This design comes from an exercise in tuning for small area, a short achievable clock period and few clock cycles per item on the open sky130 flow, not from production work. In this exercise RTL edits were held to simulation tests only and were not proved equivalent to the original.

## design.v

```verilog
module uac_rx (
    input  wire        clk,
    input  wire        rst,           
    input  wire        in_valid,
    output wire        in_ready,
    input  wire [15:0] in_sample,     
    output reg         frame_done,
    output wire        det,
    output reg         ev_valid,
    output wire [11:0] ev_word
);
    localparam [1:0] EXPECT_ONE  = 2'd0;
    localparam [1:0] EXPECT_ZERO = 2'd1;
    localparam [1:0] LOCKED      = 2'd2;
    localparam [1:0] FAILED      = 2'd3;
    reg         rdy;
    reg  [15:0] xr;           
    reg         vr;           
    reg         lastv;        
    reg  [9:0]  idx;          
    reg         clr;          
    reg         rr;           
    assign in_ready = rdy;
    wire take = in_valid & rdy;
    reg  [22:0] s1, s2;
    reg  [1:0]  phase;
    reg         lk, lkn, lkd, lkdn;
    wire [11:0] xs = xr[15:4];
    wire fs1;
    wire fc2;
    assign fs1 = 1'b1 ^ xs[0] ^ ~s2[0];
    assign fc2 = (1'b1 & xs[0]) | (~s2[0] & (1'b1 ^ xs[0]));
    wire fs3;
    wire fc4;
    assign fs3 = 1'b1 ^ ~s1[0] ^ xs[1];
    assign fc4 = (1'b1 & ~s1[0]) | (xs[1] & (1'b1 ^ ~s1[0]));
    wire fs5;
    wire fc6;
    assign fs5 = ~s2[1] ^ (lk ? s1[2] : s1[3]) ^ (lkn ? s1[5] : s1[11]);
    assign fc6 = (~s2[1] & (lk ? s1[2] : s1[3])) | ((lkn ? s1[5] : s1[11]) & (~s2[1] ^ (lk ? s1[2] : s1[3])));
    wire fs7;
    wire fc8;
    assign fs7 = ~s1[1] ^ xs[2] ^ ~s2[2];
    assign fc8 = (~s1[1] & xs[2]) | (~s2[2] & (~s1[1] ^ xs[2]));
    wire fs9;
    wire fc10;
    assign fs9 = (lk ? s1[3] : s1[4]) ^ (lkn ? s1[6] : s1[12]) ^ (lkd ? ~s1[7] : ~s1[11]);
    assign fc10 = ((lk ? s1[3] : s1[4]) & (lkn ? s1[6] : s1[12])) | ((lkd ? ~s1[7] : ~s1[11]) & ((lk ? s1[3] : s1[4]) ^ (lkn ? s1[6] : s1[12])));
    wire fs11;
    wire fc12;
    assign fs11 = ~s1[2] ^ xs[3] ^ ~s2[3];
    assign fc12 = (~s1[2] & xs[3]) | (~s2[3] & (~s1[2] ^ xs[3]));
    wire fs13;
    wire fc14;
    assign fs13 = (lk ? s1[4] : s1[5]) ^ (lkn ? s1[7] : s1[13]) ^ (lkd ? ~s1[8] : ~s1[12]);
    assign fc14 = ((lk ? s1[4] : s1[5]) & (lkn ? s1[7] : s1[13])) | ((lkd ? ~s1[8] : ~s1[12]) & ((lk ? s1[4] : s1[5]) ^ (lkn ? s1[7] : s1[13])));
    wire fs15;
    wire fc16;
    assign fs15 = ~s1[3] ^ xs[4] ^ ~s2[4];
    assign fc16 = (~s1[3] & xs[4]) | (~s2[4] & (~s1[3] ^ xs[4]));
    wire fs17;
    wire fc18;
    assign fs17 = (lk ? s1[5] : s1[6]) ^ (lkn ? s1[8] : s1[14]) ^ (lkd ? ~s1[9] : ~s1[13]);
    assign fc18 = ((lk ? s1[5] : s1[6]) & (lkn ? s1[8] : s1[14])) | ((lkd ? ~s1[9] : ~s1[13]) & ((lk ? s1[5] : s1[6]) ^ (lkn ? s1[8] : s1[14])));
    wire fs19;
    wire fc20;
    assign fs19 = ~s1[4] ^ xs[5] ^ ~s2[5];
    assign fc20 = (~s1[4] & xs[5]) | (~s2[5] & (~s1[4] ^ xs[5]));
    wire fs21;
    wire fc22;
    assign fs21 = (lk ? s1[6] : s1[7]) ^ (lkn ? s1[9] : s1[15]) ^ (lkd ? ~s1[10] : ~s1[14]);
    assign fc22 = ((lk ? s1[6] : s1[7]) & (lkn ? s1[9] : s1[15])) | ((lkd ? ~s1[10] : ~s1[14]) & ((lk ? s1[6] : s1[7]) ^ (lkn ? s1[9] : s1[15])));
    wire fs23;
    wire fc24;
    assign fs23 = ~s1[5] ^ xs[6] ^ ~s2[6];
    assign fc24 = (~s1[5] & xs[6]) | (~s2[6] & (~s1[5] ^ xs[6]));
    wire fs25;
    wire fc26;
    assign fs25 = (lk ? s1[7] : s1[8]) ^ (lkn ? s1[10] : s1[16]) ^ (lkd ? ~s1[11] : ~s1[15]);
    assign fc26 = ((lk ? s1[7] : s1[8]) & (lkn ? s1[10] : s1[16])) | ((lkd ? ~s1[11] : ~s1[15]) & ((lk ? s1[7] : s1[8]) ^ (lkn ? s1[10] : s1[16])));
    wire fs27;
    wire fc28;
    assign fs27 = ~s1[6] ^ xs[7] ^ ~s2[7];
    assign fc28 = (~s1[6] & xs[7]) | (~s2[7] & (~s1[6] ^ xs[7]));
    wire fs29;
    wire fc30;
    assign fs29 = (lk ? s1[8] : s1[9]) ^ (lkn ? s1[11] : s1[17]) ^ (lkd ? ~s1[12] : ~s1[16]);
    assign fc30 = ((lk ? s1[8] : s1[9]) & (lkn ? s1[11] : s1[17])) | ((lkd ? ~s1[12] : ~s1[16]) & ((lk ? s1[8] : s1[9]) ^ (lkn ? s1[11] : s1[17])));
    wire fs31;
    wire fc32;
    assign fs31 = ~s1[7] ^ xs[8] ^ ~s2[8];
    assign fc32 = (~s1[7] & xs[8]) | (~s2[8] & (~s1[7] ^ xs[8]));
    wire fs33;
    wire fc34;
    assign fs33 = (lk ? s1[9] : s1[10]) ^ (lkn ? s1[12] : s1[18]) ^ (lkd ? ~s1[13] : ~s1[17]);
    assign fc34 = ((lk ? s1[9] : s1[10]) & (lkn ? s1[12] : s1[18])) | ((lkd ? ~s1[13] : ~s1[17]) & ((lk ? s1[9] : s1[10]) ^ (lkn ? s1[12] : s1[18])));
    wire fs35;
    wire fc36;
    assign fs35 = lk ^ ~s1[8] ^ xs[9];
    assign fc36 = (lk & ~s1[8]) | (xs[9] & (lk ^ ~s1[8]));
    wire fs37;
    wire fc38;
    assign fs37 = ~s2[9] ^ (lk ? s1[10] : s1[11]) ^ (lkn ? s1[13] : s1[19]);
    assign fc38 = (~s2[9] & (lk ? s1[10] : s1[11])) | ((lkn ? s1[13] : s1[19]) & (~s2[9] ^ (lk ? s1[10] : s1[11])));
    wire hs39;
    wire hc40;
    assign hs39 = (lkd ? ~s1[14] : ~s1[18]) ^ (lkdn ? ~s1[21] : ~s1[15]);
    assign hc40 = (lkd ? ~s1[14] : ~s1[18]) & (lkdn ? ~s1[21] : ~s1[15]);
    wire fs41;
    wire fc42;
    assign fs41 = 1'b1 ^ ~s1[9] ^ xs[10];
    assign fc42 = (1'b1 & ~s1[9]) | (xs[10] & (1'b1 ^ ~s1[9]));
    wire fs43;
    wire fc44;
    assign fs43 = ~s2[10] ^ (lk ? s1[11] : s1[12]) ^ (lkn ? s1[14] : s1[20]);
    assign fc44 = (~s2[10] & (lk ? s1[11] : s1[12])) | ((lkn ? s1[14] : s1[20]) & (~s2[10] ^ (lk ? s1[11] : s1[12])));
    wire hs45;
    wire hc46;
    assign hs45 = (lkd ? ~s1[15] : ~s1[19]) ^ (lkdn ? s1[22] : ~s1[16]);
    assign hc46 = (lkd ? ~s1[15] : ~s1[19]) & (lkdn ? s1[22] : ~s1[16]);
    wire fs47;
    wire fc48;
    assign fs47 = ~s1[10] ^ ~xs[11] ^ ~s2[11];
    assign fc48 = (~s1[10] & ~xs[11]) | (~s2[11] & (~s1[10] ^ ~xs[11]));
    wire fs49;
    wire fc50;
    assign fs49 = (lk ? s1[12] : s1[13]) ^ (lkn ? s1[15] : s1[21]) ^ (lkd ? ~s1[16] : ~s1[20]);
    assign fc50 = ((lk ? s1[12] : s1[13]) & (lkn ? s1[15] : s1[21])) | ((lkd ? ~s1[16] : ~s1[20]) & ((lk ? s1[12] : s1[13]) ^ (lkn ? s1[15] : s1[21])));
    wire fs51;
    wire fc52;
    assign fs51 = lkn ^ ~s1[11] ^ ~s2[12];
    assign fc52 = (lkn & ~s1[11]) | (~s2[12] & (lkn ^ ~s1[11]));
    wire hs53;
    wire hc54;
    assign hs53 = (lk ? s1[13] : s1[14]) ^ (lkn ? s1[16] : ~s1[22]);
    assign hc54 = (lk ? s1[13] : s1[14]) & (lkn ? s1[16] : ~s1[22]);
    wire fs55;
    wire fc56;
    assign fs55 = lk ^ ~s1[12] ^ ~s2[13];
    assign fc56 = (lk & ~s1[12]) | (~s2[13] & (lk ^ ~s1[12]));
    wire hs57;
    wire hc58;
    assign hs57 = (lk ? s1[14] : s1[15]) ^ (lkn & s1[17]);
    assign hc58 = (lk ? s1[14] : s1[15]) & (lkn & s1[17]);
    wire fs59;
    wire fc60;
    assign fs59 = 1'b1 ^ ~s1[13] ^ ~s2[14];
    assign fc60 = (1'b1 & ~s1[13]) | (~s2[14] & (1'b1 ^ ~s1[13]));
    wire hs61;
    wire hc62;
    assign hs61 = (lk ? s1[15] : s1[16]) ^ (lkn & s1[18]);
    assign hc62 = (lk ? s1[15] : s1[16]) & (lkn & s1[18]);
    wire fs63;
    wire fc64;
    assign fs63 = 1'b1 ^ ~s1[14] ^ ~s2[15];
    assign fc64 = (1'b1 & ~s1[14]) | (~s2[15] & (1'b1 ^ ~s1[14]));
    wire hs65;
    wire hc66;
    assign hs65 = (lk ? s1[16] : s1[17]) ^ (lkn & s1[19]);
    assign hc66 = (lk ? s1[16] : s1[17]) & (lkn & s1[19]);
    wire fs67;
    wire fc68;
    assign fs67 = lkn ^ ~s1[15] ^ ~s2[16];
    assign fc68 = (lkn & ~s1[15]) | (~s2[16] & (lkn ^ ~s1[15]));
    wire hs69;
    wire hc70;
    assign hs69 = (lk ? s1[17] : s1[18]) ^ (lkn & s1[20]);
    assign hc70 = (lk ? s1[17] : s1[18]) & (lkn & s1[20]);
    wire fs71;
    wire fc72;
    assign fs71 = lkn ^ ~s1[16] ^ ~s2[17];
    assign fc72 = (lkn & ~s1[16]) | (~s2[17] & (lkn ^ ~s1[16]));
    wire hs73;
    wire hc74;
    assign hs73 = lkn ^ (~lkn & s1[1]);
    assign hc74 = lkn & (~lkn & s1[1]);
    wire hs75;
    wire hc76;
    assign hs75 = (~lkn & s1[2]) ^ (~lkd & ~s1[1]);
    assign hc76 = (~lkn & s1[2]) & (~lkd & ~s1[1]);
    wire hs77;
    wire hc78;
    assign hs77 = (~lkn & s1[3]) ^ (~lkd & ~s1[2]);
    assign hc78 = (~lkn & s1[3]) & (~lkd & ~s1[2]);
    wire fs79;
    wire fc80;
    assign fs79 = lk ^ (~lkn & s1[4]) ^ (~lkd & ~s1[3]);
    assign fc80 = (lk & (~lkn & s1[4])) | ((~lkd & ~s1[3]) & (lk ^ (~lkn & s1[4])));
    wire fs81;
    wire fc82;
    assign fs81 = lk ^ (~lkn & s1[5]) ^ (lkd ? ~s1[0] : ~s1[4]);
    assign fc82 = (lk & (~lkn & s1[5])) | ((lkd ? ~s1[0] : ~s1[4]) & (lk ^ (~lkn & s1[5])));
    wire hs83;
    wire hc84;
    assign hs83 = (lkn ? s1[0] : s1[6]) ^ (lkd ? ~s1[1] : ~s1[5]);
    assign hc84 = (lkn ? s1[0] : s1[6]) & (lkd ? ~s1[1] : ~s1[5]);
    wire hs85;
    wire hc86;
    assign hs85 = (lkn ? s1[1] : s1[7]) ^ (lkd ? ~s1[2] : ~s1[6]);
    assign hc86 = (lkn ? s1[1] : s1[7]) & (lkd ? ~s1[2] : ~s1[6]);
    wire fs87;
    wire fc88;
    assign fs87 = (~lk & s1[0]) ^ (lkn ? s1[2] : s1[8]) ^ (lkd ? ~s1[3] : ~s1[7]);
    assign fc88 = ((~lk & s1[0]) & (lkn ? s1[2] : s1[8])) | ((lkd ? ~s1[3] : ~s1[7]) & ((~lk & s1[0]) ^ (lkn ? s1[2] : s1[8])));
    wire fs89;
    wire fc90;
    assign fs89 = (lk ? s1[0] : s1[1]) ^ (lkn ? s1[3] : s1[9]) ^ (lkd ? ~s1[4] : ~s1[8]);
    assign fc90 = ((lk ? s1[0] : s1[1]) & (lkn ? s1[3] : s1[9])) | ((lkd ? ~s1[4] : ~s1[8]) & ((lk ? s1[0] : s1[1]) ^ (lkn ? s1[3] : s1[9])));
    wire fs91;
    wire fc92;
    assign fs91 = fs1 ^ (lk ? s1[1] : s1[2]) ^ (lkn ? s1[4] : s1[10]);
    assign fc92 = (fs1 & (lk ? s1[1] : s1[2])) | ((lkn ? s1[4] : s1[10]) & (fs1 ^ (lk ? s1[1] : s1[2])));
    wire hs93;
    wire hc94;
    assign hs93 = (lkd ? ~s1[5] : ~s1[9]) ^ (lkdn ? ~s1[12] : ~s1[6]);
    assign hc94 = (lkd ? ~s1[5] : ~s1[9]) & (lkdn ? ~s1[12] : ~s1[6]);
    wire fs95;
    wire fc96;
    assign fs95 = fc2 ^ fs3 ^ (lkd ? ~s1[6] : ~s1[10]);
    assign fc96 = (fc2 & fs3) | ((lkd ? ~s1[6] : ~s1[10]) & (fc2 ^ fs3));
    wire fs97;
    wire fc98;
    assign fs97 = (lkdn ? ~s1[13] : ~s1[7]) ^ (lk & ~s1[14]) ^ fs5;
    assign fc98 = ((lkdn ? ~s1[13] : ~s1[7]) & (lk & ~s1[14])) | (fs5 & ((lkdn ? ~s1[13] : ~s1[7]) ^ (lk & ~s1[14])));
    wire fs99;
    wire fc100;
    assign fs99 = fc4 ^ fs7 ^ (lkdn ? ~s1[14] : ~s1[8]);
    assign fc100 = (fc4 & fs7) | ((lkdn ? ~s1[14] : ~s1[8]) & (fc4 ^ fs7));
    wire fs101;
    wire fc102;
    assign fs101 = (lk & ~s1[15]) ^ fc6 ^ fs9;
    assign fc102 = ((lk & ~s1[15]) & fc6) | (fs9 & ((lk & ~s1[15]) ^ fc6));
    wire fs103;
    wire fc104;
    assign fs103 = fc8 ^ fs11 ^ (lkdn ? ~s1[15] : ~s1[9]);
    assign fc104 = (fc8 & fs11) | ((lkdn ? ~s1[15] : ~s1[9]) & (fc8 ^ fs11));
    wire fs105;
    wire fc106;
    assign fs105 = (lk & ~s1[16]) ^ fc10 ^ fs13;
    assign fc106 = ((lk & ~s1[16]) & fc10) | (fs13 & ((lk & ~s1[16]) ^ fc10));
    wire fs107;
    wire fc108;
    assign fs107 = fc12 ^ fs15 ^ (lkdn ? ~s1[16] : ~s1[10]);
    assign fc108 = (fc12 & fs15) | ((lkdn ? ~s1[16] : ~s1[10]) & (fc12 ^ fs15));
    wire fs109;
    wire fc110;
    assign fs109 = (lk & ~s1[17]) ^ fc14 ^ fs17;
    assign fc110 = ((lk & ~s1[17]) & fc14) | (fs17 & ((lk & ~s1[17]) ^ fc14));
    wire fs111;
    wire fc112;
    assign fs111 = fc16 ^ fs19 ^ (lkdn ? ~s1[17] : ~s1[11]);
    assign fc112 = (fc16 & fs19) | ((lkdn ? ~s1[17] : ~s1[11]) & (fc16 ^ fs19));
    wire fs113;
    wire fc114;
    assign fs113 = (lk & ~s1[18]) ^ fc18 ^ fs21;
    assign fc114 = ((lk & ~s1[18]) & fc18) | (fs21 & ((lk & ~s1[18]) ^ fc18));
    wire fs115;
    wire fc116;
    assign fs115 = fc20 ^ fs23 ^ (lkdn ? ~s1[18] : ~s1[12]);
    assign fc116 = (fc20 & fs23) | ((lkdn ? ~s1[18] : ~s1[12]) & (fc20 ^ fs23));
    wire fs117;
    wire fc118;
    assign fs117 = (lk & ~s1[19]) ^ fc22 ^ fs25;
    assign fc118 = ((lk & ~s1[19]) & fc22) | (fs25 & ((lk & ~s1[19]) ^ fc22));
    wire fs119;
    wire fc120;
    assign fs119 = fc24 ^ fs27 ^ (lkdn ? ~s1[19] : ~s1[13]);
    assign fc120 = (fc24 & fs27) | ((lkdn ? ~s1[19] : ~s1[13]) & (fc24 ^ fs27));
    wire fs121;
    wire fc122;
    assign fs121 = (lk & ~s1[20]) ^ fc26 ^ fs29;
    assign fc122 = ((lk & ~s1[20]) & fc26) | (fs29 & ((lk & ~s1[20]) ^ fc26));
    wire fs123;
    wire fc124;
    assign fs123 = fc28 ^ fs31 ^ (lkdn ? ~s1[20] : ~s1[14]);
    assign fc124 = (fc28 & fs31) | ((lkdn ? ~s1[20] : ~s1[14]) & (fc28 ^ fs31));
    wire fs125;
    wire fc126;
    assign fs125 = (lk & ~s1[21]) ^ fc30 ^ fs33;
    assign fc126 = ((lk & ~s1[21]) & fc30) | (fs33 & ((lk & ~s1[21]) ^ fc30));
    wire fs127;
    wire fc128;
    assign fs127 = fc32 ^ fs35 ^ (lk & s1[22]);
    assign fc128 = (fc32 & fs35) | ((lk & s1[22]) & (fc32 ^ fs35));
    wire fs129;
    wire fc130;
    assign fs129 = hs39 ^ fc34 ^ fs37;
    assign fc130 = (hs39 & fc34) | (fs37 & (hs39 ^ fc34));
    wire fs131;
    wire fc132;
    assign fs131 = fc36 ^ fs41 ^ hc40;
    assign fc132 = (fc36 & fs41) | (hc40 & (fc36 ^ fs41));
    wire fs133;
    wire fc134;
    assign fs133 = hs45 ^ fc38 ^ fs43;
    assign fc134 = (hs45 & fc38) | (fs43 & (hs45 ^ fc38));
    wire fs135;
    wire fc136;
    assign fs135 = fc42 ^ fs47 ^ (~lkdn & ~s1[17]);
    assign fc136 = (fc42 & fs47) | ((~lkdn & ~s1[17]) & (fc42 ^ fs47));
    wire fs137;
    wire fc138;
    assign fs137 = hc46 ^ fc44 ^ fs49;
    assign fc138 = (hc46 & fc44) | (fs49 & (hc46 ^ fc44));
    wire fs139;
    wire fc140;
    assign fs139 = fc48 ^ fs51 ^ (lkd ? ~s1[17] : ~s1[21]);
    assign fc140 = (fc48 & fs51) | ((lkd ? ~s1[17] : ~s1[21]) & (fc48 ^ fs51));
    wire fs141;
    wire fc142;
    assign fs141 = (~lkdn & ~s1[18]) ^ hs53 ^ fc50;
    assign fc142 = ((~lkdn & ~s1[18]) & hs53) | (fc50 & ((~lkdn & ~s1[18]) ^ hs53));
    wire fs143;
    wire fc144;
    assign fs143 = fc52 ^ fs55 ^ (lkd ? ~s1[18] : s1[22]);
    assign fc144 = (fc52 & fs55) | ((lkd ? ~s1[18] : s1[22]) & (fc52 ^ fs55));
    wire fs145;
    wire fc146;
    assign fs145 = (~lkdn & ~s1[19]) ^ hc54 ^ hs57;
    assign fc146 = ((~lkdn & ~s1[19]) & hc54) | (hs57 & ((~lkdn & ~s1[19]) ^ hc54));
    wire fs147;
    wire fc148;
    assign fs147 = fc56 ^ fs59 ^ (lkd & ~s1[19]);
    assign fc148 = (fc56 & fs59) | ((lkd & ~s1[19]) & (fc56 ^ fs59));
    wire fs149;
    wire fc150;
    assign fs149 = (~lkdn & ~s1[20]) ^ hc58 ^ hs61;
    assign fc150 = ((~lkdn & ~s1[20]) & hc58) | (hs61 & ((~lkdn & ~s1[20]) ^ hc58));
    wire fs151;
    wire fc152;
    assign fs151 = fc60 ^ fs63 ^ (lkd & ~s1[20]);
    assign fc152 = (fc60 & fs63) | ((lkd & ~s1[20]) & (fc60 ^ fs63));
    wire fs153;
    wire fc154;
    assign fs153 = (~lkdn & ~s1[21]) ^ hc62 ^ hs65;
    assign fc154 = ((~lkdn & ~s1[21]) & hc62) | (hs65 & ((~lkdn & ~s1[21]) ^ hc62));
    wire fs155;
    wire fc156;
    assign fs155 = fc64 ^ fs67 ^ (lkd & ~s1[21]);
    assign fc156 = (fc64 & fs67) | ((lkd & ~s1[21]) & (fc64 ^ fs67));
    wire fs157;
    wire fc158;
    assign fs157 = (~lkdn & s1[22]) ^ hc66 ^ hs69;
    assign fc158 = ((~lkdn & s1[22]) & hc66) | (hs69 & ((~lkdn & s1[22]) ^ hc66));
    wire fs159;
    wire fc160;
    assign fs159 = fc68 ^ fs71 ^ (lk ? s1[18] : s1[19]);
    assign fc160 = (fc68 & fs71) | ((lk ? s1[18] : s1[19]) & (fc68 ^ fs71));
    wire fs161;
    wire fc162;
    assign fs161 = (lkn & s1[21]) ^ (lkd & s1[22]) ^ hc70;
    assign fc162 = ((lkn & s1[21]) & (lkd & s1[22])) | (hc70 & ((lkn & s1[21]) ^ (lkd & s1[22])));
    wire fs163;
    wire fc164;
    assign fs163 = lk ^ ~s1[17] ^ ~s2[18];
    assign fc164 = (lk & ~s1[17]) | (~s2[18] & (lk ^ ~s1[17]));
    wire fs165;
    wire fc166;
    assign fs165 = fc72 ^ (lk ? s1[19] : s1[20]) ^ (lkn & ~s1[22]);
    assign fc166 = (fc72 & (lk ? s1[19] : s1[20])) | ((lkn & ~s1[22]) & (fc72 ^ (lk ? s1[19] : s1[20])));
    wire fs167;
    wire fc168;
    assign fs167 = 1'b1 ^ ~s1[18] ^ ~s2[19];
    assign fc168 = (1'b1 & ~s1[18]) | (~s2[19] & (1'b1 ^ ~s1[18]));
    wire hs169;
    wire hc170;
    assign hs169 = lk ^ ~s1[19];
    assign hc170 = lk & ~s1[19];
    wire hs171;
    wire hc172;
    assign hs171 = lkn ^ ~s1[20];
    assign hc172 = lkn & ~s1[20];
    wire hs173;
    wire hc174;
    assign hs173 = (~lkd & ~s1[0]) ^ (lkdn & ~s1[3]);
    assign hc174 = (~lkd & ~s1[0]) & (lkdn & ~s1[3]);
    wire fs175;
    wire fc176;
    assign fs175 = (lkdn & ~s1[4]) ^ (lk & ~s1[5]) ^ hc74;
    assign fc176 = ((lkdn & ~s1[4]) & (lk & ~s1[5])) | (hc74 & ((lkdn & ~s1[4]) ^ (lk & ~s1[5])));
    wire fs177;
    wire fc178;
    assign fs177 = (lkdn & ~s1[5]) ^ (lk & ~s1[6]) ^ hc76;
    assign fc178 = ((lkdn & ~s1[5]) & (lk & ~s1[6])) | (hc76 & ((lkdn & ~s1[5]) ^ (lk & ~s1[6])));
    wire fs179;
    wire fc180;
    assign fs179 = (lkdn ? ~s1[6] : ~s1[0]) ^ (lk & ~s1[7]) ^ hc78;
    assign fc180 = ((lkdn ? ~s1[6] : ~s1[0]) & (lk & ~s1[7])) | (hc78 & ((lkdn ? ~s1[6] : ~s1[0]) ^ (lk & ~s1[7])));
    wire fs181;
    wire fc182;
    assign fs181 = (lkdn ? ~s1[7] : ~s1[1]) ^ (lk & ~s1[8]) ^ fc80;
    assign fc182 = ((lkdn ? ~s1[7] : ~s1[1]) & (lk & ~s1[8])) | (fc80 & ((lkdn ? ~s1[7] : ~s1[1]) ^ (lk & ~s1[8])));
    wire fs183;
    wire fc184;
    assign fs183 = (lkdn ? ~s1[8] : ~s1[2]) ^ (lk & ~s1[9]) ^ hs83;
    assign fc184 = ((lkdn ? ~s1[8] : ~s1[2]) & (lk & ~s1[9])) | (hs83 & ((lkdn ? ~s1[8] : ~s1[2]) ^ (lk & ~s1[9])));
    wire fs185;
    wire fc186;
    assign fs185 = (lkdn ? ~s1[9] : ~s1[3]) ^ (lk & ~s1[10]) ^ hc84;
    assign fc186 = ((lkdn ? ~s1[9] : ~s1[3]) & (lk & ~s1[10])) | (hc84 & ((lkdn ? ~s1[9] : ~s1[3]) ^ (lk & ~s1[10])));
    wire fs187;
    wire fc188;
    assign fs187 = (lkdn ? ~s1[10] : ~s1[4]) ^ (lk & ~s1[11]) ^ hc86;
    assign fc188 = ((lkdn ? ~s1[10] : ~s1[4]) & (lk & ~s1[11])) | (hc86 & ((lkdn ? ~s1[10] : ~s1[4]) ^ (lk & ~s1[11])));
    wire fs189;
    wire fc190;
    assign fs189 = (lkdn ? ~s1[11] : ~s1[5]) ^ (lk & ~s1[12]) ^ fc88;
    assign fc190 = ((lkdn ? ~s1[11] : ~s1[5]) & (lk & ~s1[12])) | (fc88 & ((lkdn ? ~s1[11] : ~s1[5]) ^ (lk & ~s1[12])));
    wire fs191;
    wire fc192;
    assign fs191 = (lk & ~s1[13]) ^ hs93 ^ fc90;
    assign fc192 = ((lk & ~s1[13]) & hs93) | (fc90 & ((lk & ~s1[13]) ^ hs93));
    wire fs193;
    wire fc194;
    assign fs193 = hc94 ^ fc92 ^ fs95;
    assign fc194 = (hc94 & fc92) | (fs95 & (hc94 ^ fc92));
    wire fs195;
    wire fc196;
    assign fs195 = fc96 ^ fs99 ^ fc98;
    assign fc196 = (fc96 & fs99) | (fc98 & (fc96 ^ fs99));
    wire fs197;
    wire fc198;
    assign fs197 = fc100 ^ fs103 ^ fc102;
    assign fc198 = (fc100 & fs103) | (fc102 & (fc100 ^ fs103));
    wire fs199;
    wire fc200;
    assign fs199 = fc104 ^ fs107 ^ fc106;
    assign fc200 = (fc104 & fs107) | (fc106 & (fc104 ^ fs107));
    wire fs201;
    wire fc202;
    assign fs201 = fc108 ^ fs111 ^ fc110;
    assign fc202 = (fc108 & fs111) | (fc110 & (fc108 ^ fs111));
    wire fs203;
    wire fc204;
    assign fs203 = fc112 ^ fs115 ^ fc114;
    assign fc204 = (fc112 & fs115) | (fc114 & (fc112 ^ fs115));
    wire fs205;
    wire fc206;
    assign fs205 = fc116 ^ fs119 ^ fc118;
    assign fc206 = (fc116 & fs119) | (fc118 & (fc116 ^ fs119));
    wire fs207;
    wire fc208;
    assign fs207 = fc120 ^ fs123 ^ fc122;
    assign fc208 = (fc120 & fs123) | (fc122 & (fc120 ^ fs123));
    wire fs209;
    wire fc210;
    assign fs209 = fc124 ^ fs127 ^ fc126;
    assign fc210 = (fc124 & fs127) | (fc126 & (fc124 ^ fs127));
    wire fs211;
    wire fc212;
    assign fs211 = fc128 ^ fs131 ^ fc130;
    assign fc212 = (fc128 & fs131) | (fc130 & (fc128 ^ fs131));
    wire fs213;
    wire fc214;
    assign fs213 = fs135 ^ fc132 ^ fc134;
    assign fc214 = (fs135 & fc132) | (fc134 & (fs135 ^ fc132));
    wire fs215;
    wire fc216;
    assign fs215 = fc136 ^ fs139 ^ fs141;
    assign fc216 = (fc136 & fs139) | (fs141 & (fc136 ^ fs139));
    wire fs217;
    wire fc218;
    assign fs217 = fc140 ^ fs143 ^ fs145;
    assign fc218 = (fc140 & fs143) | (fs145 & (fc140 ^ fs143));
    wire fs219;
    wire fc220;
    assign fs219 = fc144 ^ fs147 ^ fc146;
    assign fc220 = (fc144 & fs147) | (fc146 & (fc144 ^ fs147));
    wire fs221;
    wire fc222;
    assign fs221 = fc148 ^ fs151 ^ fc150;
    assign fc222 = (fc148 & fs151) | (fc150 & (fc148 ^ fs151));
    wire fs223;
    wire fc224;
    assign fs223 = fc152 ^ fs155 ^ fc154;
    assign fc224 = (fc152 & fs155) | (fc154 & (fc152 ^ fs155));
    wire fs225;
    wire fc226;
    assign fs225 = fc156 ^ fs159 ^ fs161;
    assign fc226 = (fc156 & fs159) | (fs161 & (fc156 ^ fs159));
    wire fs227;
    wire fc228;
    assign fs227 = fs163 ^ fc160 ^ fs165;
    assign fc228 = (fs163 & fc160) | (fs165 & (fs163 ^ fc160));
    wire fs229;
    wire fc230;
    assign fs229 = fc164 ^ fs167 ^ (lk ? s1[20] : s1[21]);
    assign fc230 = (fc164 & fs167) | ((lk ? s1[20] : s1[21]) & (fc164 ^ fs167));
    wire fs231;
    wire fc232;
    assign fs231 = ~s2[20] ^ hs169 ^ fc168;
    assign fc232 = (~s2[20] & hs169) | (fc168 & (~s2[20] ^ hs169));
    wire fs233;
    wire fc234;
    assign fs233 = ~s2[21] ^ hc170 ^ hs171;
    assign fc234 = (~s2[21] & hc170) | (hs171 & (~s2[21] ^ hc170));
    wire hs235;
    wire hc236;
    assign hs235 = ~s1[21] ^ s2[22];
    assign hc236 = ~s1[21] & s2[22];
    wire hs237;
    wire hc238;
    assign hs237 = lkn ^ (lkdn & ~s1[0]);
    assign hc238 = lkn & (lkdn & ~s1[0]);
    wire hs239;
    wire hc240;
    assign hs239 = (lkdn & ~s1[1]) ^ (lk & ~s1[2]);
    assign hc240 = (lkdn & ~s1[1]) & (lk & ~s1[2]);
    wire fs241;
    wire fc242;
    assign fs241 = (~lkn & s1[0]) ^ (lkdn & ~s1[2]) ^ (lk & ~s1[3]);
    assign fc242 = ((~lkn & s1[0]) & (lkdn & ~s1[2])) | ((lk & ~s1[3]) & ((~lkn & s1[0]) ^ (lkdn & ~s1[2])));
    wire fs243;
    wire fc244;
    assign fs243 = (lk & ~s1[4]) ^ hs173 ^ hs73;
    assign fc244 = ((lk & ~s1[4]) & hs173) | (hs73 & ((lk & ~s1[4]) ^ hs173));
    wire fs245;
    wire fc246;
    assign fs245 = hc174 ^ hs75 ^ fs175;
    assign fc246 = (hc174 & hs75) | (fs175 & (hc174 ^ hs75));
    wire fs247;
    wire fc248;
    assign fs247 = hs77 ^ fc176 ^ fs177;
    assign fc248 = (hs77 & fc176) | (fs177 & (hs77 ^ fc176));
    wire fs249;
    wire fc250;
    assign fs249 = fs79 ^ fc178 ^ fs179;
    assign fc250 = (fs79 & fc178) | (fs179 & (fs79 ^ fc178));
    wire fs251;
    wire fc252;
    assign fs251 = fs81 ^ fc180 ^ fs181;
    assign fc252 = (fs81 & fc180) | (fs181 & (fs81 ^ fc180));
    wire fs253;
    wire fc254;
    assign fs253 = fc82 ^ fs183 ^ fc182;
    assign fc254 = (fc82 & fs183) | (fc182 & (fc82 ^ fs183));
    wire fs255;
    wire fc256;
    assign fs255 = hs85 ^ fs185 ^ fc184;
    assign fc256 = (hs85 & fs185) | (fc184 & (hs85 ^ fs185));
    wire fs257;
    wire fc258;
    assign fs257 = fs87 ^ fc186 ^ fs187;
    assign fc258 = (fs87 & fc186) | (fs187 & (fs87 ^ fc186));
    wire fs259;
    wire fc260;
    assign fs259 = fs89 ^ fc188 ^ fs189;
    assign fc260 = (fs89 & fc188) | (fs189 & (fs89 ^ fc188));
    wire fs261;
    wire fc262;
    assign fs261 = fs91 ^ fc190 ^ fs191;
    assign fc262 = (fs91 & fc190) | (fs191 & (fs91 ^ fc190));
    wire fs263;
    wire fc264;
    assign fs263 = fc192 ^ fs193 ^ fs97;
    assign fc264 = (fc192 & fs193) | (fs97 & (fc192 ^ fs193));
    wire fs265;
    wire fc266;
    assign fs265 = fc194 ^ fs101 ^ fs195;
    assign fc266 = (fc194 & fs101) | (fs195 & (fc194 ^ fs101));
    wire fs267;
    wire fc268;
    assign fs267 = fs105 ^ fc196 ^ fs197;
    assign fc268 = (fs105 & fc196) | (fs197 & (fs105 ^ fc196));
    wire fs269;
    wire fc270;
    assign fs269 = fs109 ^ fc198 ^ fs199;
    assign fc270 = (fs109 & fc198) | (fs199 & (fs109 ^ fc198));
    wire fs271;
    wire fc272;
    assign fs271 = fs113 ^ fc200 ^ fs201;
    assign fc272 = (fs113 & fc200) | (fs201 & (fs113 ^ fc200));
    wire fs273;
    wire fc274;
    assign fs273 = fs117 ^ fc202 ^ fs203;
    assign fc274 = (fs117 & fc202) | (fs203 & (fs117 ^ fc202));
    wire fs275;
    wire fc276;
    assign fs275 = fs121 ^ fc204 ^ fs205;
    assign fc276 = (fs121 & fc204) | (fs205 & (fs121 ^ fc204));
    wire fs277;
    wire fc278;
    assign fs277 = fs125 ^ fc206 ^ fs207;
    assign fc278 = (fs125 & fc206) | (fs207 & (fs125 ^ fc206));
    wire fs279;
    wire fc280;
    assign fs279 = fs129 ^ fc208 ^ fs209;
    assign fc280 = (fs129 & fc208) | (fs209 & (fs129 ^ fc208));
    wire fs281;
    wire fc282;
    assign fs281 = fs133 ^ fc210 ^ fs211;
    assign fc282 = (fs133 & fc210) | (fs211 & (fs133 ^ fc210));
    wire fs283;
    wire fc284;
    assign fs283 = fs137 ^ fc212 ^ fs213;
    assign fc284 = (fs137 & fc212) | (fs213 & (fs137 ^ fc212));
    wire fs285;
    wire fc286;
    assign fs285 = fc138 ^ fc214 ^ fs215;
    assign fc286 = (fc138 & fc214) | (fs215 & (fc138 ^ fc214));
    wire fs287;
    wire fc288;
    assign fs287 = fc142 ^ fs217 ^ fc216;
    assign fc288 = (fc142 & fs217) | (fc216 & (fc142 ^ fs217));
    wire fs289;
    wire fc290;
    assign fs289 = fs149 ^ fc218 ^ fs219;
    assign fc290 = (fs149 & fc218) | (fs219 & (fs149 ^ fc218));
    wire fs291;
    wire fc292;
    assign fs291 = fs153 ^ fc220 ^ fs221;
    assign fc292 = (fs153 & fc220) | (fs221 & (fs153 ^ fc220));
    wire fs293;
    wire fc294;
    assign fs293 = fs157 ^ fc222 ^ fs223;
    assign fc294 = (fs157 & fc222) | (fs223 & (fs157 ^ fc222));
    wire fs295;
    wire fc296;
    assign fs295 = fc158 ^ fc224 ^ fs225;
    assign fc296 = (fc158 & fc224) | (fs225 & (fc158 ^ fc224));
    wire fs297;
    wire fc298;
    assign fs297 = fc162 ^ fs227 ^ fc226;
    assign fc298 = (fc162 & fs227) | (fc226 & (fc162 ^ fs227));
    wire fs299;
    wire fc300;
    assign fs299 = fc166 ^ fs229 ^ fc228;
    assign fc300 = (fc166 & fs229) | (fc228 & (fc166 ^ fs229));
    wire fs301;
    wire fc302;
    assign fs301 = fs231 ^ (lk ? s1[21] : ~s1[22]) ^ fc230;
    assign fc302 = (fs231 & (lk ? s1[21] : ~s1[22])) | (fc230 & (fs231 ^ (lk ? s1[21] : ~s1[22])));
    wire fs303;
    wire fc304;
    assign fs303 = fs233 ^ fc232 ^ (lk & ~s1[22]);
    assign fc304 = (fs233 & fc232) | ((lk & ~s1[22]) & (fs233 ^ fc232));
    wire fs305;
    wire fc306;
    assign fs305 = hc172 ^ hs235 ^ fc234;
    assign fc306 = (hc172 & hs235) | (fc234 & (hc172 ^ hs235));
    wire [36:0] dp_a = {fs305, fs303, fs301, fs299, fc296, fc294, fc292, fc290, fs289, fc286, fc284, fc282, fc280, fc278, fc276, fc274, fc272, fc270, fc268, fc266, fc264, fc262, fc260, fc258, fc256, fs255, fc252, fc250, fc248, fc246, fc244, fc242, hc240, hc238, (lk & ~s1[1]), lk, 1'b0};
    wire [36:0] dp_b = {fc304, fc302, fc300, fc298, fs297, fs295, fs293, fs291, fc288, fs287, fs285, fs283, fs281, fs279, fs277, fs275, fs273, fs271, fs269, fs267, fs265, fs263, fs261, fs259, fs257, fc254, fs253, fs251, fs249, fs247, fs245, fs243, fs241, hs239, hs237, (lk & ~s1[0]), 1'b0};
    wire [36:0] dp_sum = dp_a + dp_b;
    wire [22:0] s_new = dp_sum[36:14];
    reg         pw;           
    reg         ps;           
    reg  [12:0] acc;
    wire hi1  = ~((&s1[22:10]) | ~(|s1[22:10]));
    wire hi2  = ~((&s2[22:10]) | ~(|s2[22:10]));
    wire big  = hi1 | hi2;
    wire lo1  = (&s1[22:7]) | ~(|s1[22:7]);
    wire lo2  = (&s2[22:7]) | ~(|s2[22:7]);
    wire tiny = lo1 & lo2;
    wire [3:0]  j   = idx[3:0];
    wire        b1  = s1[j];
    wire        b2  = s2[j];
    wire        neg = (j == 4'd10);
    wire [13:0] t1  = b1 ? {{3{s1[10]}}, s1[10:0]} : 14'd0;
    wire [13:0] t2  = b2 ? {xr[12], xr[12:0]} : 14'd0;
    wire [13:0] an  = {acc[12], acc} + (t1 ^ {14{neg}}) + (t2 ^ {14{~neg}}) + 14'd1;
    wire        fin = (pw & ~ps & (big | tiny)) | (ps & (j == 4'd11));
    wire        det_v = big | (~tiny & ~acc[12] & (|acc[11:5]));    
    reg  [4:0]  win;
    reg  [2:0]  frame_cnt;
    reg         transfer_active;
    reg  [7:0]  pending;
    reg  [2:0]  bits_in_byte;
    reg  [1:0]  ev_kind;
    assign det     = win[0];
    assign ev_word = {2'b00, ev_kind, pending & {8{~ev_kind[1]}}};
    wire [4:0]  win_n = {win[3:0], det_v};
    wire [2:0]  vsum  = win_n[0] + win_n[1] + win_n[2] + win_n[3] + win_n[4];
    wire        bit_v = (vsum > 3'd2);
    reg  [1:0]  phase1;
    reg         sync_lost;
    wire [7:0]  pend_n = {pending[6:0], bit_v};
    wire [2:0]  bib_n  = bits_in_byte + 3'd1;
    always @* begin
        phase1    = phase;
        sync_lost = 1'b0;
        if (phase != LOCKED) begin
            if (phase == EXPECT_ONE && vsum == 3'd5)
                phase1 = EXPECT_ZERO;
            else if (phase == EXPECT_ZERO && vsum == 3'd0)
                phase1 = EXPECT_ONE;
            else if (phase != FAILED) begin
                phase1    = FAILED;
                sync_lost = 1'b1;
            end
        end
    end
    reg  [1:0]  phase2;
    always @* begin
        phase2 = phase;
        if (transfer_active && frame_cnt == 3'd4) begin
            phase2 = phase1;
            if (bib_n == 3'd0) begin
                if (pend_n == 8'd0)
                    phase2 = EXPECT_ONE;
                else if (phase1 == EXPECT_ONE)
                    phase2 = LOCKED;
            end
        end
    end
    wire last = vr ? (idx == 10'd1022) : (&idx);
    always @(posedge clk) begin
        if (take)
            xr <= in_sample;
        else if (ps)
            xr <= xr;
        else if (pw)
            xr <= {3'b000, s_new[12:0]};
        else
            xr <= 16'd0;
        clr  <= rst | fin;
        rr   <= rst;
        lkd  <= (phase == LOCKED);
        lkdn <= (phase != LOCKED);
        frame_done <= 1'b0;
        ev_valid   <= 1'b0;
        vr         <= take & ~rst;
        lastv      <= take & last & ~rst;
        if (rst) begin
            rdy   <= 1'b1;
            idx   <= 10'd0;
            pw    <= 1'b0;
            ps    <= 1'b0;
            phase <= EXPECT_ONE;
        end else begin
            if (vr | ps)
                idx <= idx + 10'd1;
            if (take & last)
                rdy <= 1'b0;
            if (lastv)
                pw <= 1'b1;
            if (pw & ~ps & ~(big | tiny))
                ps <= 1'b1;
            if (fin) begin
                pw    <= 1'b0;
                ps    <= 1'b0;
                idx   <= 10'd0;
                rdy   <= 1'b1;
                phase <= phase2;
                frame_done <= 1'b1;
                if (transfer_active && frame_cnt == 3'd4) begin
                    if (sync_lost) begin
                        ev_valid <= 1'b1;
                        ev_kind  <= 2'd2;
                    end
                    if (bib_n == 3'd0) begin
                        if (pend_n == 8'd0) begin
                            ev_valid <= 1'b1;
                            ev_kind  <= 2'd3;
                        end else if (phase1 == LOCKED) begin
                            ev_valid <= 1'b1;
                            ev_kind  <= 2'd1;
                        end
                    end
                end
            end
        end
        if (clr) begin
            s1  <= 23'd0;
            s2  <= 23'd0;
            acc <= 13'd0;
        end else begin
            if (vr) begin
                s2 <= s1;
                s1 <= s_new;
            end
            if (ps)
                acc <= an[13:1];
        end
        if (rr) begin
            win             <= 5'd0;
            frame_cnt       <= 3'd0;
            transfer_active <= 1'b0;
            lk              <= 1'b0;
            lkn             <= 1'b1;
            pending         <= 8'd0;
            bits_in_byte    <= 3'd0;
        end else if (fin) begin
            win <= win_n;
            lk  <= (phase2 == LOCKED);
            lkn <= (phase2 != LOCKED);
            if (!transfer_active) begin
                if (det_v) begin
                    transfer_active <= 1'b1;
                    frame_cnt       <= 3'd1;
                end
            end else if (frame_cnt != 3'd4) begin
                frame_cnt <= frame_cnt + 3'd1;
            end else begin
                frame_cnt    <= 3'd0;
                pending      <= pend_n;
                bits_in_byte <= bib_n;
                if (bib_n == 3'd0 && pend_n == 8'd0) begin
                    transfer_active <= 1'b0;
                    bits_in_byte    <= 3'd0;
                end
            end
        end
    end
endmodule
```

## run.sh

```bash
#!/bin/bash
# synth_recipe.tcl (not shown) runs the flow's synth.tcl, then flattens the netlist and writes it again
# the make line also repeats each setting of config.mk as NAME=value (left out here)
make -C /OpenROAD-flow-scripts/flow DESIGN_CONFIG=/design/flow/config.mk WORK_HOME=/design/flow/orfs CLKGATE_MAP_FILE= SYNTH_SCRIPT=/design/flow/synth_recipe.tcl finish
```

## config.mk

```make
export PLATFORM = sky130hd
export DESIGN_NAME = uac_rx
export DESIGN_NICKNAME = uac_rx
export VERILOG_FILES = /design/flow/design.v
export SDC_FILE = /design/flow/constraint.sdc
export NUM_CORES = 4
export LEC_CHECK = 0
export CAP_MARGIN = 20
export CORE_MARGIN = 2
export CORE_UTILIZATION = 40
export SLEW_MARGIN = 20
```

## constraint.sdc

```tcl
create_clock -name core_clock -period 24.0 [get_ports {clk}]
set_input_delay 4.8000 -clock core_clock [delete_from_list [all_inputs] [get_ports {clk}]]
set_output_delay 4.8000 -clock core_clock [all_outputs]
set_load 0.01 [all_outputs]
```

==> flow_metrics.py <==
metrics = {
    "layout": {
        "drive_gt1_frac": 0.0517,
        "area_delta_synth_final_pct": 8.90,
        "nFillCells": 3000,
        "nets": 1602,
        "antennaDiodeCount": 0,
        "stdcell_count": 1768,
    },
    "global_route": {
        "grt_pass1_vias": 9803,
        "gr-usage-all-layers": 0.204,
        "gr-total-overflow": 0,
        "grt_pass1_wl_um": 52900,
        "antenna_found_initial": 0,
        "grt_max_degree": 67,
    },
    "yosys": {
        "yosysTopAreaCell": "fa_1",
        "syn-cell-area_sq_um": 12500,
        "synth_area_leaders": "fa_1 23%, dfxtp_1 17%, ha_1 8.2%, mux2i_1 6.9%, inv_1 5.2%",
        "async_flop_share": 0,
        "synth-main-ff-cell": "dfxtp_1",
        "syn_area_per_cell_sq_um": 9.08,
        "synthCells": 1373,
        "ys_ff_latch": 121,
        "yosysTopAreaCellShare": 0.228,
        "yosysWarningCount": 1,
        "synth_edf_count": 18,
        "ys_types": 67,
        "ys_seq_area_frac": 0.209,
    },
    "floorplan": {
        "die_area_sq_um": 32600,
        "std_cell_rows": 64,
        "io_pins": 35,
        "die-height_um": 181,
        "core_area_sq_um": 30700,
        "die_w_um": 181,
        "start_util": 0.406,
    },
    "setup_path": {
        "path_cells": "nor2b_1, clkdlybuf4s50_1",
        "critPathRequiredTime_ps": 19200,
        "rr_startpoint": "s1[8]",
        "cpPeakStageDelay_ps": 560,
        "crit_fanout": 10,
        "critical_path_class": "reg2out",
        "worstRegToRegCells": 15,
        "critPathLaunch": "ev_kind[1]",
        "crit_path_end": "ev_word[5]",
        "endpoint_kind": "primary output",
        "crit_arrival_ps": 1700,
        "worstSetupStartpointType": "flip-flop",
        "r2r_slack_ps": 18070,
        "r2r-end": "s1[22]",
        "cp_slowest_cell": "clkdlybuf4s50_1",
    },
    "clocking": {
        "cts.repair.resized": 0,
        "clk_pin_slew_ps": 60,
        "root_buffer": "clkbuf_16",
        "cts_tree": "yes",
        "cts_made_buffers": 17,
        "clock_latency_ps": 430,
        "clock_sinks": 121,
        "htreeDepth": 4,
        "clockBufferDepth": 2,
        "cts_hold_buf": 0,
        "post-cts-setup-buffer-count": 0,
    },
    "hold_path": {
        "min_path_type": "reg2reg",
        "min_path_cells": 2,
    },
    "sta": {
        "worst_pin_slew_ps": 912,
        "setup_ws_ps": 17500,
        "holdWs_ps": 461,
        "setup_viol": 0,
        "period_needed_ps": 6500,
        "hold_violations": 0,
        "max_freq_mhz": 154,
        "post-route-period-util": 0.271,
        "final.setup_skew_ps": 16.5,
        "slew_headroom": 0.391,
        "rsz0062_at_grt": "no",
        "slew_violations": 0,
        "tns_ps": 0,
    },
    "routing": {
        "drtIter0Drc": 703,
        "via_count": 9506,
        "first_pass_iters": 7,
        "vias_per_cell": 5.38,
        "totalWireLength_um": 32000,
        "wire_per_inst_um": 18.1,
        "ant_nets": 0,
        "drc_errors": 0,
    },
    "placement": {
        "routabilityCongestion": 0.856,
        "port_buffers": 32,
        "dp_hpwl_um": 23200,
        "post-place-ws_ps": 17240,
        "place_inst": 1736,
    },
    "run_status": {
        "outcome": "no timing/DRC/antenna violations",
    },
    "flow_run": {
        "maxCapViolations": 0,
    },
}
## sequential cells by signal (all words and copies together) (netlist names), 2 cells and up
name,count
win,4
xr,16
idx,10
pending,8
acc,13
s1,23
frame_cnt,3
phase,2
s2,23
bits_in_byte,3
ev_kind,2
## logic make-up (layout without fill, tap and decap cells)
family,count (synthesis),in the layout,share of synthesized area
xor gates and xnor gates,62,62,0.0436
DFF,121,121,0.209
other,1,3,0.000301
buffers and inverters,253,250,0.0802
AOI/OAI and AO/OA,206,206,0.104
adders and majority gates,224,224,0.310
and+or+nand+nor,398,398,0.152
muxes,108,108,0.100
## synthesized netlist by cell type (18+ instances only)
master	instances
a21oi_1	62
clkbuf_1	57
dfxtp_1	103
edfxtp_1	18
fa_1	142
ha_1	82
inv_1	174
mux2i_1	86
nand2_1	124
nor2_1	111
nor2b_1	38
nor3_1	18
o21ai_0	51
xnor2_1	40
xor2_1	22
## area by class of cell
class                   count  area, sq um  share of cell area
clock buffers              19          443              0.0326
clock inverters            13         96.3             0.00710
inverters                 174          653              0.0481
multi-input cells        1001         8870               0.653
flip-flops and latches    121         2610               0.192
well taps                 396          495              0.0365
repair buffers             44          410              0.0302
## layout by cell type (no fill, tap or decap), types with 8 or more instances in the layout
| cell | count |
|---|---|
| inv_1 | 174 |
| fa_1 | 142 |
| nand2_1 | 124 |
| nor2_1 | 111 |
| dfxtp_1 | 100 |
| mux2i_1 | 86 |
| ha_1 | 82 |
| a21oi_1 | 62 |
| o21ai_0 | 51 |
| xnor2_1 | 40 |
| nor2b_1 | 38 |
| clkdlybuf4s50_1 | 32 |
| xor2_1 | 22 |
| nor3_1 | 18 |
| edfxtp_1 | 18 |
| clkbuf_16 | 17 |
| nand3_1 | 16 |
| a21o_1 | 16 |
| nand4_1 | 15 |
| nand2b_1 | 15 |
| a22o_1 | 13 |
| mux2_2 | 12 |
| buf_4 | 12 |
| nor4_1 | 11 |
| and2_1 | 9 |
| and3_1 | 9 |
| a211oi_1 | 8 |
## through the flow
step	area (sq um)	util
6_report	13600	0.443
3_5_place_dp	13000	0.425
2_1_floorplan	12500	-
3_3_place_gp	13000	0.425
5_1_grt	13600	0.443
4_1_cts	13600	0.443
## worst max-delay path: cells and delay by family (launching register included)
kind,cells,cell delay (ps)
buffers and inverters,1,560
flip-flops,1,530
AND/OR/NAND/NOR,1,180
## per-layer routing
metal | global-route usage | wire (um) | vias to the layer above
li1 | - | - | 4517
met1 | 0.280 | 14700 | 4710
met2 | 0.341 | 15300 | 250
met3 | 0.0335 | 1620 | 29
met4 | 0.0403 | 342 | 0
met5 | 0 | 0 | -
## worst min-delay path by stage
| stage | start | to | slack, ps |
|---|---|---|---|
| finish | pending[7] | pending[7] | 460 |
| floorplan | lastv | pw | 410 |
| detailed placement | pending[7] | pending[7] | 450 |
| global placement | lastv | pw | 430 |
| global route | pending[7] | pending[7] | 500 |
| CTS | pending[7] | pending[7] | 460 |
Testbench counts, summed over its fixed seeds: cycles 2,464,256, frames 2,400.

afterwards: timing with drivers on the ports:
Ports are ideal in the flow. The routed layout listed here was re-timed in OpenROAD. Step 1 sets driving cells, clkbuf_16 on the clock port and buf_2 on the other inputs (assumed; they add their load-dependent delay and slew). Step 2 adds t to the input delays and takes it off the output delays; t is the mean of the earliest and latest rising clock arrival at the registers after step 1. Input paths then give back, and output paths get back, about the clock's delay inside the block. Three values: ideal, step 1, step 2; two values: the first two.
t, ns: 0.470
slack for setup (ns): 17.504 / 17.459 / 17.195
cell pins on the clock port's net: 1
After both steps setup and hold are still met in this run. The setup slack of this run moves by -0.045 ns with the drivers and by -0.309 ns with both steps.
